Context: an optimization exercise on an open-source flow, tuned for small area, a short achievable clock period and few clock cycles. The choices shown serve that exercise and are no tape-out recipe.
At most, simulation tests tie the RTL to the original design; equivalence was not proved.
Power figures rest on the tool's default switching activity, not on a simulated workload.

old:
## fsq_table_engine
module fsq_table_engine (
    input  wire        clk,
    input  wire        rst,
    input  wire        cmd_valid,
    output wire        cmd_ready,
    input  wire [3:0]  cmd_op,
    input  wire [7:0]  cmd_a,
    input  wire [7:0]  cmd_b,
    output wire        rsp_valid,
    output wire [3:0]  rsp_err,
    output wire [2:0]  rsp_sub,
    output wire [7:0]  rsp_arg,
    output wire [16:0] rsp_result,
    output wire        rsp_tv,
    output wire [2:0]  rsp_k,
    output wire [2:0]  rsp_b
);
    localparam OP_NOP    = 4'h0, OP_CLEAR  = 4'h1, OP_APUSH = 4'h2, OP_KPUSH = 4'h3,
               OP_SETPAD = 4'h4, OP_BUILD  = 4'h5, OP_ENCB  = 4'hA, OP_DECB  = 4'hB,
               OP_PACK   = 4'hC, OP_UNPACK = 4'hD;
    localparam B_FIRST = 3'd0, B_SCAN = 3'd1, B_CHK = 3'd2, B_COL = 3'd3,
               B_FIN1  = 3'd4, B_FIN2 = 3'd5, B_ERR = 3'd7;
    reg [111:0] alpha_f;                 
    reg [255:0] kslot_f;                 
    reg [4:0]  alen;
    reg [5:0]  klen;
    reg [7:0]  pad;
    reg        pad_mem;                  
    reg        hi_f;  reg [3:0] hi_i;    
    reg        dup_f; reg [3:0] dup_i;   
    reg        tv;
    reg        tv_o;                     
    reg [2:0]  r_k, r_b;                 
    reg        fast_ok;                  
    reg        kdup;                     
    reg [15:0] seen;                     
    wire k4 = alen[4], k3 = alen[3], k2 = alen[2], k1 = !(alen[4] | alen[3] | alen[2]);
    wire n_sq = (alen == 5'd1) || (alen == 5'd4) || (alen == 5'd9) || (alen == 5'd16);
    function [3:0] rc_of(input [3:0] p, input f4, input f3, input f2);
        reg [3:0] t;
        begin
            t[3] = p == 4'd6 || p == 4'd7 || p == 4'd8;
            t[2] = p == 4'd3 || p == 4'd4 || p == 4'd5;
            t[1] = p == 4'd2 || p == 4'd5 || p == 4'd8;
            t[0] = p == 4'd1 || p == 4'd4 || p == 4'd7;
            rc_of = ({4{f4}} & p) | ({4{f3}} & t) | ({4{f2}} & {1'b0, p[1], 1'b0, p[0]});
        end
    endfunction
  ...
Size: roughly 2400 cells after synthesis, about 64 I/O pins.
clock: 10.0 ns
lec_check: 0
cap_margin: 0
core_margin: 2
core_utilization: 45
cts_cluster_diameter: 100
cts_cluster_size: 25
place_density: 0.6
slew_margin: 0
standard.sh (not shown) runs the stock make flow with config.mk's settings and CLKGATE_MAP_FILE= SYNTH_SCRIPT=/design/flow/synth_recipe.tcl, a recipe that flattens the netlist after the stock synthesis.
==> flow/flow/run.sh <==
#!/bin/bash
set -euo pipefail
bash standard.sh synth > flow_synth.log 2>&1
bash standard.sh SETUP_SLACK_MARGIN=7.0 finish > flow_finish.log 2>&1
Input-level comparison between new and old:
==> flow/flow/run.sh <==
#!/bin/bash
set -euo pipefail
bash standard.sh synth > flow_synth.log 2>&1
bash standard.sh SETUP_SLACK_MARGIN=7.0 SKIP_GATE_CLONING=1 finish > flow_finish.log 2>&1
[summary]
- Any difference in post-layout minimum cycle time between old and new is small enough to ignore.
- NOTE: worst hold slack in new exceeds that of old
- new vs. old: portion of the layout cell area used by clock cells roughly the same, total power draw roughly the same, length of routed met3 wiring lower, aggregate global-route resource usage lower.
- The portion of total power attributed to combinational logic was comparable across new and old.
Function was not checked in any run of this note: the RTL went through the layout flow alone.

========
Another version of the RTL of fsq_table_engine (not shown whole).
Size in the first run: roughly 2300 cells after synthesis, roughly 64 I/O pins, ~28000 um^2 of cells after synthesis.
clock: 10.0 ns
lec_check: 0
cap_margin: 0
core_margin: 2
core_utilization: 60
cts_cluster_diameter: 100
cts_cluster_size: 25
place_density: 0.6
slew_margin: 0
==> flow/flow/run.sh <==
#!/bin/bash
set -euo pipefail
bash standard.sh synth > flow_synth.log 2>&1
bash standard.sh SETUP_SLACK_MARGIN=7.0 SKIP_GATE_CLONING=1 finish > flow_finish.log 2>&1
The baseline passed the timing, design-rule and antenna checks.
Testbench counts at the start, summed over its fixed seeds: cycles 14,700.
Then changed:
==> flow/flow/run.sh (replaced) <==
#!/bin/bash
set -euo pipefail
bash standard.sh synth > flow_synth.log 2>&1
bash standard.sh SETUP_SLACK_MARGIN=6.95 SKIP_GATE_CLONING=1 finish > flow_finish.log 2>&1
CORE_UTILIZATION = 48   (was 60)
- total power came out higher by about 0.46%
- worst hold slack hardly moves
- critical path depth came out higher by 9
- wire length came out higher by about 0.6%
- clock power barely changes
Then changed:
==> flow/flow/run.sh (replaced) <==
#!/bin/bash
set -euo pipefail
bash standard.sh synth > flow_synth.log 2>&1
bash standard.sh SETUP_SLACK_MARGIN=6.7 finish > flow_finish.log 2>&1
CAP_MARGIN = 20   (was 0)
CORE_UTILIZATION = 45   (was 48)
SLEW_MARGIN = 20   (was 0)
Wire length is higher slightly.
Via count is higher slightly.
Design area is lower slightly.
Worst hold slack degrades by 0.065 ns.
Sequential cell count does not change.
Power is higher slightly.
Non-clock buffer count is lower by 16.
Clock skew is higher by 0.033 ns.
Cell count is higher slightly.
Register-to-register slack degrades by 0.14 ns.
Area after synthesis is unchanged.
Then changed:
==> flow/flow/run.sh (replaced) <==
#!/bin/bash
set -euo pipefail
bash standard.sh synth > flow_synth.log 2>&1
bash standard.sh SETUP_SLACK_MARGIN=7.0 finish > flow_finish.log 2>&1
ABC_AREA = 1   (was unset)
Total power goes up by 3.0%.
Combinational power goes up by about 10%.
Sequential power stays flat.
Non-clock buffer count goes up by 10.
Worst setup slack improves by 0.14 ns.
Worst hold slack improves by 0.034 ns.
Clock skew goes down by 0.016 ns.
Sequential share of layout area goes down by 2.7 points.
Synthesized cell count goes up by 53%.
Count of clock-buffer cells in the layout goes down by 3.
Die area goes up by about 4%.
Then changed:
==> flow/flow/run.sh (replaced) <==
#!/bin/bash
set -euo pipefail
bash standard.sh synth > flow_synth.log 2>&1
bash standard.sh SETUP_SLACK_MARGIN=7.1 SKIP_GATE_CLONING=1 finish > flow_finish.log 2>&1
ABC_AREA = unset   (was 1)
CAP_MARGIN = 0   (was 20)
SLEW_MARGIN = 0   (was 20)
- The changed run passed the timing, design-rule and antenna checks
- sequential share of layout area falls by 0.97 points
- via count is lower by about 20%
- area after synthesis is lower by 3.9%
- worst setup slack got worse by 0.0034 ns
- utilization rose by 3.5 points
- final cell count is lower by about 26%
- power is lower by 1.4%
- clock skew rose by 0.016 ns
Then changed:
==> flow/flow/run.sh (replaced) <==
#!/bin/bash
set -euo pipefail
bash standard.sh synth > flow_synth.log 2>&1
bash standard.sh SETUP_SLACK_MARGIN=7.0 SKIP_GATE_CLONING=1 finish > flow_finish.log 2>&1
=> The new run completed without violations. Synthesized cell count is unchanged. Setup slack improved by 0.013 ns. Routed wire length shrinks by 3.8%. Final area shrinks by 4.9%. Non-clock buffer count shrinks by 80. Total power shrinks by 1.9%.

==> what the ideal ports hide <==
In the flow no input, the clock included, has a driving cell. The finished layouts below were timed again as built, in two steps. Step 1 assumes that a clkbuf_16 drives the clock port and a buf_2 every other input. Step 2, shift: input delay + t, output delay - t, t = (earliest + latest rising clock arrival at the registers) / 2. This alone moves slack from input paths to output paths. a / b / c = no drivers / after step 1 / after step 2; a / b = the first two.
run	t (ns)	setup WS [ns]	hold slack, ns	clock arrival spread, ns	pins driven straight from the clock port
old	0.665	6.880 / 6.818 / 6.400	0.510 / 0.510 / 0.510	0.028 / 0.028	1
new	0.669	6.882 / 6.819 / 6.399	0.517 / 0.517 / 0.517	0.023 / 0.023	1
the first run of note 2	0.674	6.862 / 6.804 / 6.233	0.540 / 0.540 / 0.540	0.023 / 0.022	1
the second run of note 2	0.671	6.872 / 6.820 / 6.255	0.543 / 0.543 / 0.543	0.023 / 0.023	1
the third run of note 2	0.681	6.719 / 6.659 / 6.177	0.478 / 0.478 / 0.478	0.055 / 0.055	1
the fourth run of note 2	0.701	6.863 / 6.801 / 6.340	0.512 / 0.512 / 0.512	0.040 / 0.039	1
the fifth run of note 2	0.659	6.860 / 6.803 / 6.322	0.464 / 0.464 / 0.464	0.055 / 0.055	1
the sixth run of note 2	0.666	6.872 / 6.815 / 6.350	0.481 / 0.481 / 0.481	0.028 / 0.028	1
After both steps setup and hold are still met in every run listed. For the first run of note 2, which loses most, drivers alone change the setup slack by -0.058 ns; drivers and shift together by -0.629 ns.
